This design comes from an exercise in tuning for small area, a short achievable clock period and few clock cycles per item on the open sky130 flow, not from production work.
Only the layout flow was run in this run; the RTL was not checked for function there.

==> design.v <==
module sab_comp (
    input  wire         clk,
    input  wire         rst,
    input  wire         start,
    input  wire [1:0]   op,
    input  wire [1:0]   oss,
    input  wire [31:0]  raw,
    input  wire [31:0]  tin,
    input  wire [175:0] cal_a,
    input  wire [191:0] cal_b,
    output wire         done,
    output reg          err,
    output reg  [31:0]  result,
    output reg  [31:0]  tout
);
    wire [15:0] AC1 = cal_a[ 15:  0];
    wire [15:0] AC2 = cal_a[ 31: 16];
    wire [15:0] AC3 = cal_a[ 47: 32];
    wire [15:0] AC4 = cal_a[ 63: 48];
    wire [15:0] AC5 = cal_a[ 79: 64];
    wire [15:0] AC6 = cal_a[ 95: 80];
    wire [15:0] B1  = cal_a[111: 96];
    wire [15:0] B2  = cal_a[127:112];
    wire [15:0] MC  = cal_a[159:144];
    wire [15:0] MD  = cal_a[175:160];
    wire [15:0] T1  = cal_b[ 15:  0];
    wire [15:0] T2  = cal_b[ 31: 16];
    wire [15:0] T3  = cal_b[ 47: 32];
    wire [15:0] P1  = cal_b[ 63: 48];
    wire [15:0] P2  = cal_b[ 79: 64];
    wire [15:0] P3  = cal_b[ 95: 80];
    wire [15:0] P4  = cal_b[111: 96];
    wire [15:0] P5  = cal_b[127:112];
    wire [15:0] P6  = cal_b[143:128];
    wire [15:0] P7  = cal_b[159:144];
    wire [15:0] P8  = cal_b[175:160];
    wire [15:0] P9  = cal_b[191:176];
    function [16:0] s17; input [15:0] v; s17 = {v[15], v}; endfunction
    function [16:0] u17; input [15:0] v; u17 = {1'b0, v}; endfunction
    function [31:0] s32; input [15:0] v; s32 = {{16{v[15]}}, v}; endfunction
    function [31:0] sqw; input [31:0] v; sqw = {v[30:16], 1'b0, v[15:0]}; endfunction
    localparam [5:0]
        S_IDLE = 6'd0,  S_FIN  = 6'd1,  S_DIV  = 6'd2,
        S_TA1  = 6'd3,  S_TA2  = 6'd4,  S_TA3  = 6'd5,  S_TA4  = 6'd6,
        S_PA1  = 6'd7,  S_PA2  = 6'd8,  S_PA3  = 6'd9,  S_PA4  = 6'd10,
        S_PA5  = 6'd11, S_PA6  = 6'd12, S_PA7  = 6'd13, S_PA8  = 6'd14,
        S_PA9  = 6'd15, S_PA10 = 6'd16, S_PA11 = 6'd17, S_PA12 = 6'd18,
        S_PA13 = 6'd19,
        S_TB1  = 6'd20, S_TB2  = 6'd21, S_TB3  = 6'd22, S_TB4  = 6'd23,
        S_TB5  = 6'd24,
        S_PB1  = 6'd25, S_PB2  = 6'd26, S_PB3  = 6'd27, S_PB4  = 6'd28,
        S_PB5  = 6'd29, S_PB6  = 6'd30, S_PB7  = 6'd31, S_PB8  = 6'd32,
        S_PB9  = 6'd33, S_PB10 = 6'd34, S_PB11 = 6'd35, S_PB12 = 6'd36,
        S_PB13 = 6'd37, S_TA2B = 6'd38;
    reg [5:0]  st;
    reg [1:0]  opr;                  
    reg [31:0] X;                    
    reg [16:0] Y;                    
    reg [31:0] A, B, C;              
    reg [31:0] Q, R, Dv;             
    reg [3:0]  cnt;                  
    reg        neg;                  
    reg        dbl;                  
    assign done = (st == S_FIN);
    reg [31:0] prod;
    always @(*) begin : booth
        integer i, j;
        reg [17:0] yx;
        reg [2:0]  t;
        reg        one, two, ng;
        reg [32:0] xs;
        reg [31:0] row;
        prod = 32'd0;
        yx = {Y, 1'b0};
        xs = {X, 1'b0};
        for (i = 0; i < 9; i = i + 1) begin
            t   = (i == 8) ? {Y[16], Y[16], Y[15]} : yx[2*i +: 3];
            one = t[0] ^ t[1];
            two = (t == 3'b011) | (t == 3'b100);
            ng  = t[2] & ~(t[1] & t[0]);
            for (j = 0; j < 32; j = j + 1)
                row[j] = ((one & xs[j+1]) | (two & xs[j])) ^ ng;
            prod = prod + (row << (2*i)) + ({31'd0, ng} << (2*i));
        end
    end
    reg [3:0] shs;
    reg [31:0] ms;
    always @(*) begin
        case (shs)
            4'd0:  ms = prod;
            4'd1:  ms = $signed(prod) >>> 1;
            4'd2:  ms = $signed(prod) >>> 3;
            4'd3:  ms = $signed(prod) >>> 11;
            4'd4:  ms = $signed(prod) >>> 12;
            4'd5:  ms = $signed(prod) >>> 13;
            4'd6:  ms = $signed(prod) >>> 14;
            4'd7:  ms = $signed(prod) >>> 15;
            4'd8:  ms = $signed(prod) >>> 16;
            4'd9:  ms = prod >> 15;
            default: ms = prod >> 13;
        endcase
    end
    reg [31:0] ua, ub, uc, va, vb;
    reg        vc;
    wire [31:0] u = ua + ub + uc;           
    wire [31:0] v = va + vb + {31'd0, vc};   
    wire [32:0] d1  = {R, Q[31]} - {1'b0, Dv};
    wire [31:0] r1  = d1[32] ? {R[30:0], Q[31]} : d1[31:0];
    wire [32:0] d2  = {r1, Q[30]} - {1'b0, Dv};
    wire [31:0] r2  = d2[32] ? {r1[30:0], Q[30]} : d2[31:0];
    wire [31:0] q2  = {Q[29:0], ~d1[32], ~d2[32]};
    reg  [31:0] sN, sD;
    wire        sz   = (sD == 32'd0);
    wire        m14  = (sD[31:18] != 14'd0) | (sN[31:14] < sD[17:0]);
    wire        m18  = (sD[31:14] != 18'd0) | (sN[31:18] < sD[13:0]);
    wire [31:0] pq = dbl ? {Q[30:0], 1'b0} : Q;
    reg [5:0]  st_n;
    reg [31:0] X_n, A_n, B_n, C_n, Q_n, R_n, Dv_n, res_n, tout_n;
    reg [16:0] Y_n;
    reg [3:0]  cnt_n;
    reg [1:0]  opr_n;
    reg        neg_n, dbl_n, err_n;
    reg        dsetup;               
    always @(*) begin
        st_n = st; X_n = X; Y_n = Y; A_n = A; B_n = B; C_n = C;
        Q_n = Q; R_n = R; Dv_n = Dv; res_n = result; tout_n = tout;
        cnt_n = cnt; opr_n = opr; neg_n = neg; dbl_n = dbl; err_n = err;
        shs = 4'd0;
        ua = 32'd0; ub = 32'd0; uc = 32'd0; va = 32'd0; vb = 32'd0; vc = 1'b0;
        sN = Q; sD = Dv; dsetup = 1'b0;
        case (st)
            S_IDLE, S_FIN: begin
                st_n = S_IDLE;
                if (start) begin
                    opr_n = op;
                    err_n = 1'b0;
                    case (op)
                        2'd0: begin          
                            va = raw; vb = ~{16'd0, AC6}; vc = 1'b1;
                            X_n = v; Y_n = u17(AC5);
                            Q_n = s32(MC);
                            C_n = s32(MD);
                            st_n = S_TA1;
                        end
                        2'd1: begin          
                            va = tin; vb = ~32'd4000; vc = 1'b1;
                            A_n = v; X_n = sqw(v); Y_n = u17(v[15:0]);
                            res_n = s32(AC1) << 2;
                            st_n = S_PA1;
                        end
                        2'd2: begin          
                            va = $signed(raw) >>> 4; vb = ~{16'd0, T1}; vc = 1'b1;
                            A_n = v; X_n = {v[30:0], raw[3]}; Y_n = s17(T2);
                            st_n = S_TB1;
                        end
                        default: begin       
                            va = $signed(tin) >>> 1; vb = ~32'd64000; vc = 1'b1;
                            A_n = v; X_n = sqw($signed(v) >>> 2);
                            Y_n = u17(v[17:2]);
                            st_n = S_PB1;
                        end
                    endcase
                end
            end
            S_DIV: begin
                R_n = r2; Q_n = q2; cnt_n = cnt - 4'd1;
                if (cnt == 4'd1)
                    st_n = (opr == 2'd0) ? S_TA3 : (opr == 2'd1) ? S_PA9 : S_PB9;
            end
            S_TA1: begin                                                 
                shs = 4'd7; A_n = ms;
                ua = Q ^ {32{Q[31]}}; ub = {31'd0, Q[31]};
                Q_n = u << 11; neg_n = Q[31];
                st_n = S_TA2;
            end
            S_TA2: begin                                                 
                ua = A; ub = C;
                Dv_n = u; neg_n = neg ^ u[31];
                if (u == 32'd0) begin err_n = 1'b1; st_n = S_FIN; end
                else st_n = S_TA2B;
            end
            S_TA2B: begin                                                
                ua = Dv ^ {32{Dv[31]}}; ub = {31'd0, Dv[31]};
                sD = u;
                dsetup = 1'b1;
            end
            S_TA3: begin                                                 
                ua = A; ub = Q ^ {32{neg}}; uc = {31'd0, neg};
                tout_n = u; st_n = S_TA4;
            end
            S_TA4: begin                                                 
                ua = tout; ub = 32'd8;
                va = {u[31], u[31:4], 3'd0}; vb = {{3{u[31]}}, u[31:4], 1'b0};
                res_n = v; st_n = S_FIN;
            end
            S_PA1: begin shs = 4'd4; X_n = ms; B_n = ms; Y_n = s17(B2);  st_n = S_PA2; end  
            S_PA2: begin shs = 4'd3; C_n = ms; X_n = A; Y_n = s17(AC2);  st_n = S_PA3; end  
            S_PA3: begin shs = 4'd3; Dv_n = ms; X_n = A; Y_n = s17(AC3); st_n = S_PA4; end  
            S_PA4: begin                                                 
                shs = 4'd5; A_n = ms; X_n = B; Y_n = s17(B1);
                ua = result; ub = C; uc = Dv;
                va = u << oss; vb = 32'd2;
                C_n = v;                                                 
                st_n = S_PA5;
            end
            S_PA5: begin                                                 
                shs = 4'd8; R_n = ms;
                va = raw; vb = ~($signed(C) >>> 2); vc = ~(C[31] & (|C[1:0]));
                X_n = v; Y_n = u17(16'd50000 >> oss);
                st_n = S_PA6;
            end
            S_PA6: begin                                                 
                shs = 4'd0;
                Q_n = ms[31] ? ms : {ms[30:0], 1'b0}; dbl_n = ms[31];
                ua = A; ub = R; uc = 32'd2;
                va = $signed(u) >>> 2; vb = 32'd32768; vc = u[31] & (|u[1:0]);
                X_n = v; Y_n = u17(AC4);
                st_n = S_PA7;
            end
            S_PA7: begin shs = 4'd9; Dv_n = ms; st_n = S_PA8; end       
            S_PA8: begin dsetup = 1'b1; end
            S_PA9: begin                                                 
                A_n = pq; X_n = pq; Y_n = s17(16'hE343);                 
                st_n = S_PA10;
            end
            S_PA10: begin
                shs = 4'd8; C_n = ms;                                    
                X_n = sqw($signed(A) >>> 8); Y_n = u17(A[23:8]);
                st_n = S_PA11;
            end
            S_PA11: begin shs = 4'd0; X_n = ms; Y_n = u17(16'd3038); st_n = S_PA12; end
            S_PA12: begin shs = 4'd8; B_n = ms; st_n = S_PA13; end      
            S_PA13: begin
                ua = B; ub = C; uc = 32'd3791;
                va = $signed(u) >>> 4; vb = A;
                res_n = v; st_n = S_FIN;
            end
            S_TB1: begin
                shs = 4'd3; B_n = ms;                                    
                X_n = sqw(A); Y_n = u17(A[15:0]);
                st_n = S_TB2;
            end
            S_TB2: begin shs = 4'd4; X_n = ms; Y_n = s17(T3); st_n = S_TB3; end
            S_TB3: begin shs = 4'd6; C_n = ms; st_n = S_TB4; end        
            S_TB4: begin ua = B; ub = C; tout_n = u; st_n = S_TB5; end   
            S_TB5: begin
                ua = tout << 2; ub = tout; uc = 32'd128;
                res_n = $signed(u) >>> 8; st_n = S_FIN;
            end
            S_PB1: begin shs = 4'd0; B_n = ms; X_n = $signed(ms) >>> 11; Y_n = s17(P6); st_n = S_PB2; end
            S_PB2: begin shs = 4'd0; C_n = ms; X_n = A; Y_n = {P5, 1'b0}; st_n = S_PB3; end
            S_PB3: begin shs = 4'd0; Dv_n = ms; X_n = $signed(B) >>> 13; Y_n = s17(P3); st_n = S_PB4; end
            S_PB4: begin
                shs = 4'd2; B_n = ms; X_n = A; Y_n = s17(P2);
                ua = C; ub = Dv;
                va = $signed(u) >>> 2; vb = {P4, 16'd0};
                C_n = v;
                st_n = S_PB5;
            end
            S_PB5: begin
                shs = 4'd1; R_n = ms;
                ua = ~($signed(C) >>> 12); ub = 32'd1048578;
                va = ~raw; vb = u;
                X_n = v; Y_n = u17(16'd3125);
                st_n = S_PB6;
            end
            S_PB6: begin
                shs = 4'd0;
                Q_n = ms[31] ? ms : {ms[30:0], 1'b0}; dbl_n = ms[31];
                ua = B; ub = R;
                va = $signed(u) >>> 18; vb = 32'd32768;
                X_n = v; Y_n = u17(P1);
                st_n = S_PB7;
            end
            S_PB7: begin shs = 4'd7; Dv_n = ms; st_n = S_PB8; end
            S_PB8: begin
                dsetup = 1'b1;
                if (sz) res_n = 32'd0;
            end
            S_PB9: begin
                A_n = pq; X_n = sqw(pq >> 3); Y_n = u17(pq[18:3]);
                st_n = S_PB10;
            end
            S_PB10: begin shs = 4'd10; X_n = ms; Y_n = s17(P9); st_n = S_PB11; end
            S_PB11: begin shs = 4'd4; B_n = ms; X_n = A >> 2; Y_n = s17(P8); st_n = S_PB12; end
            S_PB12: begin shs = 4'd5; C_n = ms; Y_n = s17(P7); st_n = S_PB13; end
            S_PB13: begin
                ua = B; ub = C; uc = {{15{Y[16]}}, Y};
                va = $signed(u) >>> 4; vb = A;
                res_n = v; st_n = S_FIN;
            end
            default: st_n = S_IDLE;
        endcase
        if (dsetup) begin
            Dv_n = sD;
            if (sz) begin
                err_n = 1'b1;
                st_n  = S_FIN;
            end else begin
                st_n = S_DIV;
                if (m14) begin
                    R_n = sN >> 14; Q_n = sN << 18; cnt_n = 4'd7;
                end else if (m18) begin
                    R_n = sN >> 18; Q_n = sN << 14; cnt_n = 4'd9;
                end else begin
                    R_n = 32'd0;    Q_n = sN;       cnt_n = 4'd0;    
                end
            end
        end
    end
    always @(posedge clk) begin
        if (rst) st <= S_IDLE;
        else     st <= st_n;
        X <= X_n; Y <= Y_n; A <= A_n; B <= B_n; C <= C_n;
        Q <= Q_n; R <= R_n; Dv <= Dv_n; result <= res_n; tout <= tout_n;
        cnt <= cnt_n; opr <= opr_n; neg <= neg_n; dbl <= dbl_n; err <= err_n;
    end
endmodule
==> run.sh <==
#!/bin/bash
# synth_recipe.tcl (not shown) runs the flow's synth.tcl, then flattens the netlist and writes it again
# the make line also repeats each setting of config.mk as NAME=value (left out here)
make -C /OpenROAD-flow-scripts/flow DESIGN_CONFIG=/design/flow/config.mk WORK_HOME=/design/flow/orfs CLKGATE_MAP_FILE= SYNTH_SCRIPT=/design/flow/synth_recipe.tcl finish
==> config.mk <==
export PLATFORM = sky130hd
export DESIGN_NAME = sab_comp
export DESIGN_NICKNAME = sab_comp
export VERILOG_FILES = /design/flow/design.v
export SDC_FILE = /design/flow/constraint.sdc
export NUM_CORES = 8
export LEC_CHECK = 0
export CAP_MARGIN = 20
export CORE_MARGIN = 2
export CORE_UTILIZATION = 35
export SLEW_MARGIN = 20
==> constraint.sdc <==
create_clock -name core_clock -period 20.0 [get_ports {clk}]
set_input_delay 4.0000 -clock core_clock [delete_from_list [all_inputs] [get_ports {clk}]]
set_output_delay 4.0000 -clock core_clock [all_outputs]
set_load 0.01 [all_outputs]
==> results.txt <==
==> layer usage <==
layer	vias up	wire length (um)	GRT usage [%]
li1	23006	-	-
met1	28121	123000	57.0
met2	4603	139000	66.6
met3	1103	42900	16.0
met4	24	26400	31.3
met5	-	161	0.455
==> path summary, 6_finish.rpt <==
| kind | end | start | cells past startpoint |
|---|---|---|---|
| worst max-delay path | X[25] | st[1] | 35 |
| worst min-delay path | err | err | 1 |
| worst max register to register | X[25] | st[1] | 35 |
| worst min register to register | err | err | 1 |
==> cells in the mapped netlist (all sizes together), types with 73 or more instances <==
library cell	instances	area, um^2
fa	184	3680
xnor2	296	2670
xor2	134	1190
inv	304	1140
o221ai	130	1140
a22oi	350	2630
ha	253	3170
o22ai	82	513
a21oi	431	2170
nor2	303	1150
o211ai	103	778
clkbuf	398	1490
nor3	75	418
nand2	556	2090
a211oi	78	626
a221oi	205	1800
edfxtp	277	8320
buf	132	573
nor2b	73	457
nand3	113	566
o21ai	428	2150
a21o	82	616
==> kinds of logic (layout without fill, tap and decap cells) <==
| logic type | Yosys count | count (layout) | share of synthesized area, % |
|---|---|---|---|
| multiplexers | 95 | 95 | 2.10 |
| adder cells (fa/ha/maj) | 437 | 437 | 14.5 |
| other | 0 | 35 | 0 |
| XOR/XNOR | 430 | 430 | 8.16 |
| flip-flops | 320 | 320 | 19.4 |
| AO/OA/AOI/OAI | 2352 | 2352 | 35.0 |
| buffers and inverters | 842 | 1149 | 6.85 |
| AND/OR/NAND/NOR | 1405 | 1405 | 14.0 |
==> through the flow <==
stage | cell area, um^2
6_report | 56400
2_1_floorplan | 47200
3_3_place_gp | 54600
3_5_place_dp | 54700
5_1_grt | 56300
4_1_cts | 56200
==> sequential cells by signal (all words and copies together), names as in the netlist, 2 cells and up <==
| name | flops |
|---|---|
| A | 32 |
| B | 32 |
| C | 32 |
| Dv | 32 |
| Q | 32 |
| R | 32 |
| X | 32 |
| result | 32 |
| tout | 32 |
| Y | 17 |
| st | 6 |
| cnt | 4 |
| opr | 2 |
==> worst reg2reg max path, delay by kind of cell (launching register included) <==
family / cells / cell delay [ns]
AOI/OAI and AO/OA: 15 / 4.72
xor gates and xnor gates: 2 / 1.19
adders and majority gates: 4 / 1.75
buffers and inverters: 4 / 1.64
DFF: 1 / 0.30
and+or+nand+nor: 10 / 3.00
==> final cells by class <==
type / count / area [um^2] / area share, %
diodes: 35 / 87.6 / 0.155
inverters: 312 / 1170 / 2.08
clock inverters: 31 / 384 / 0.681
well taps: 1768 / 2210 / 3.92
clock buffers: 52 / 1190 / 2.12
flip-flops and latches: 320 / 9180 / 16.3
repair buffers: 754 / 6900 / 12.2
multi-input cells: 4719 / 35200 / 62.5
==> results.ini <==
[sta]
rsz0062_at_grt = no
skew_ns = 0.0761
finalCritPeriodShare_pct = 64.5
min_period_ns = 12.90
hold_viol = 0
timing.hold.ws_ns = 0.487
finalSetupTns_ns = 0
maxSlewHeadroom_pct = 7.00
slew_viol_final = 0
fmax_mhz = 77.5
setup_viol = 0
fin_ws_ns = 7.10
tightest_slew_ns = 1.39

[synthesis]
synthCells = 5881
synthArstFlopShare_pct = 0
ys_seq_area_share_pct = 19.4
synth_cell_type_count = 106
synth-seq-cells = 320
syn_nets = 6757
synthFlopType = edfxtp_1
yosys_warnings = 1
synth_edf_count = 277
syn_area_mm2 = 0.0472
avgSynthCellArea_um2 = 8.03

[finish]
layout-drive-gt1-share_pct = 8.58
final_cell_mix = 553 x nand2_1, 486 x clkdlybuf4s50_1, 428 x a21oi_1
n_fill_cell = 13657
stdcell_count = 7991
final_nets = 7028
mostFrequentLayoutCell = nand2_1
final_util_pct = 42.2
syn_to_final_growth_pct = 19.3

[setup_path]
cpLargestDelayFamily = compound AO/OA/AOI/OAI gates
crit_required_ns = 20.40
r2r_slack_ns = 7.10
max_stage_delay_ns = 1.09
crit_top_cell = a21oi_1
setup.worst_path.start_class = flip-flop
crit_path_max_fanout = 68
critical_path_class = reg2reg
endpoint_kind = flip-flop
crit_buf_inv = 4
cpMaxStageDelayCell = a2111oi_0
crit_arrival_ns = 13.30

[cts]
clock-sinks = 320
htree_levels = 2
numCtsBuffers = 45
cts_buffer_depth = 3
clkSlewWorstSetupHoldPaths_ns = 0.09
cts_setup_buffers = 0
ctsRootBufferMaster = clkbuf_16
cts_hold_buffers = 0
cts_resized = 0
clock_latency_ns = 0.73
cts_tree = yes

[place]
dp_hpwl_um = 251000
port_buffers = 488
gp_congestion = 1.08
place_ws_ns = 7.63
dp.cells = 7871

[die]
core_area_mm2 = 0.134
die_y_um = 371
die_x_um = 371
start_util_pct = 35.4
rows = 134
die_area_mm2 = 0.138
ioPinCount = 505

[routing]
drt_iter0_markers = 9586
wl_per_cell_um = 41.5
ant_nets = 0
drcViolationCount = 0
first_pass_iters = 9
viasPerCell = 7.12
wl_um = 331000
route.vias.total = 56857

[outcome]
status = finished clean

[grt]
grt_max_degree = 87
first_global_vias = 52681
grt-ovfl-total = 0
antenna_found_initial = 42
grtUsageTotal_pct = 46.0
grt_first_pass_wirelength_um = 442000

[hold_path]
hp-class = reg2reg

[flow_run]
max_cap_violations = 0

afterwards: timing with drivers on the ports:
How much do the figures lean on ideal ports? The routed layout below was timed once more, with nothing changed but the port constraints.
Step 1 sets driving cells, clkbuf_16 on the clock port and buf_2 on the other inputs (assumed; they add their load-dependent delay and slew).
Step 2 moves the port delays by t, midway between the first and last clock arrival at a register: inputs arrive t later, outputs are due t later. That takes back most of the time a late clock gives input paths.
Slacks: ideal / step 1 / step 2; pairs: ideal / step 1.
t (ns): 0.781
setup slack, ns: 7.101 / 7.101 / 7.101
hold WS [ns]: 0.487 / 0.487 / 0.487
After both steps this run still meets setup and hold. For this run, drivers alone change the setup slack by 0.000 ns; drivers and shift together by 0.000 ns.
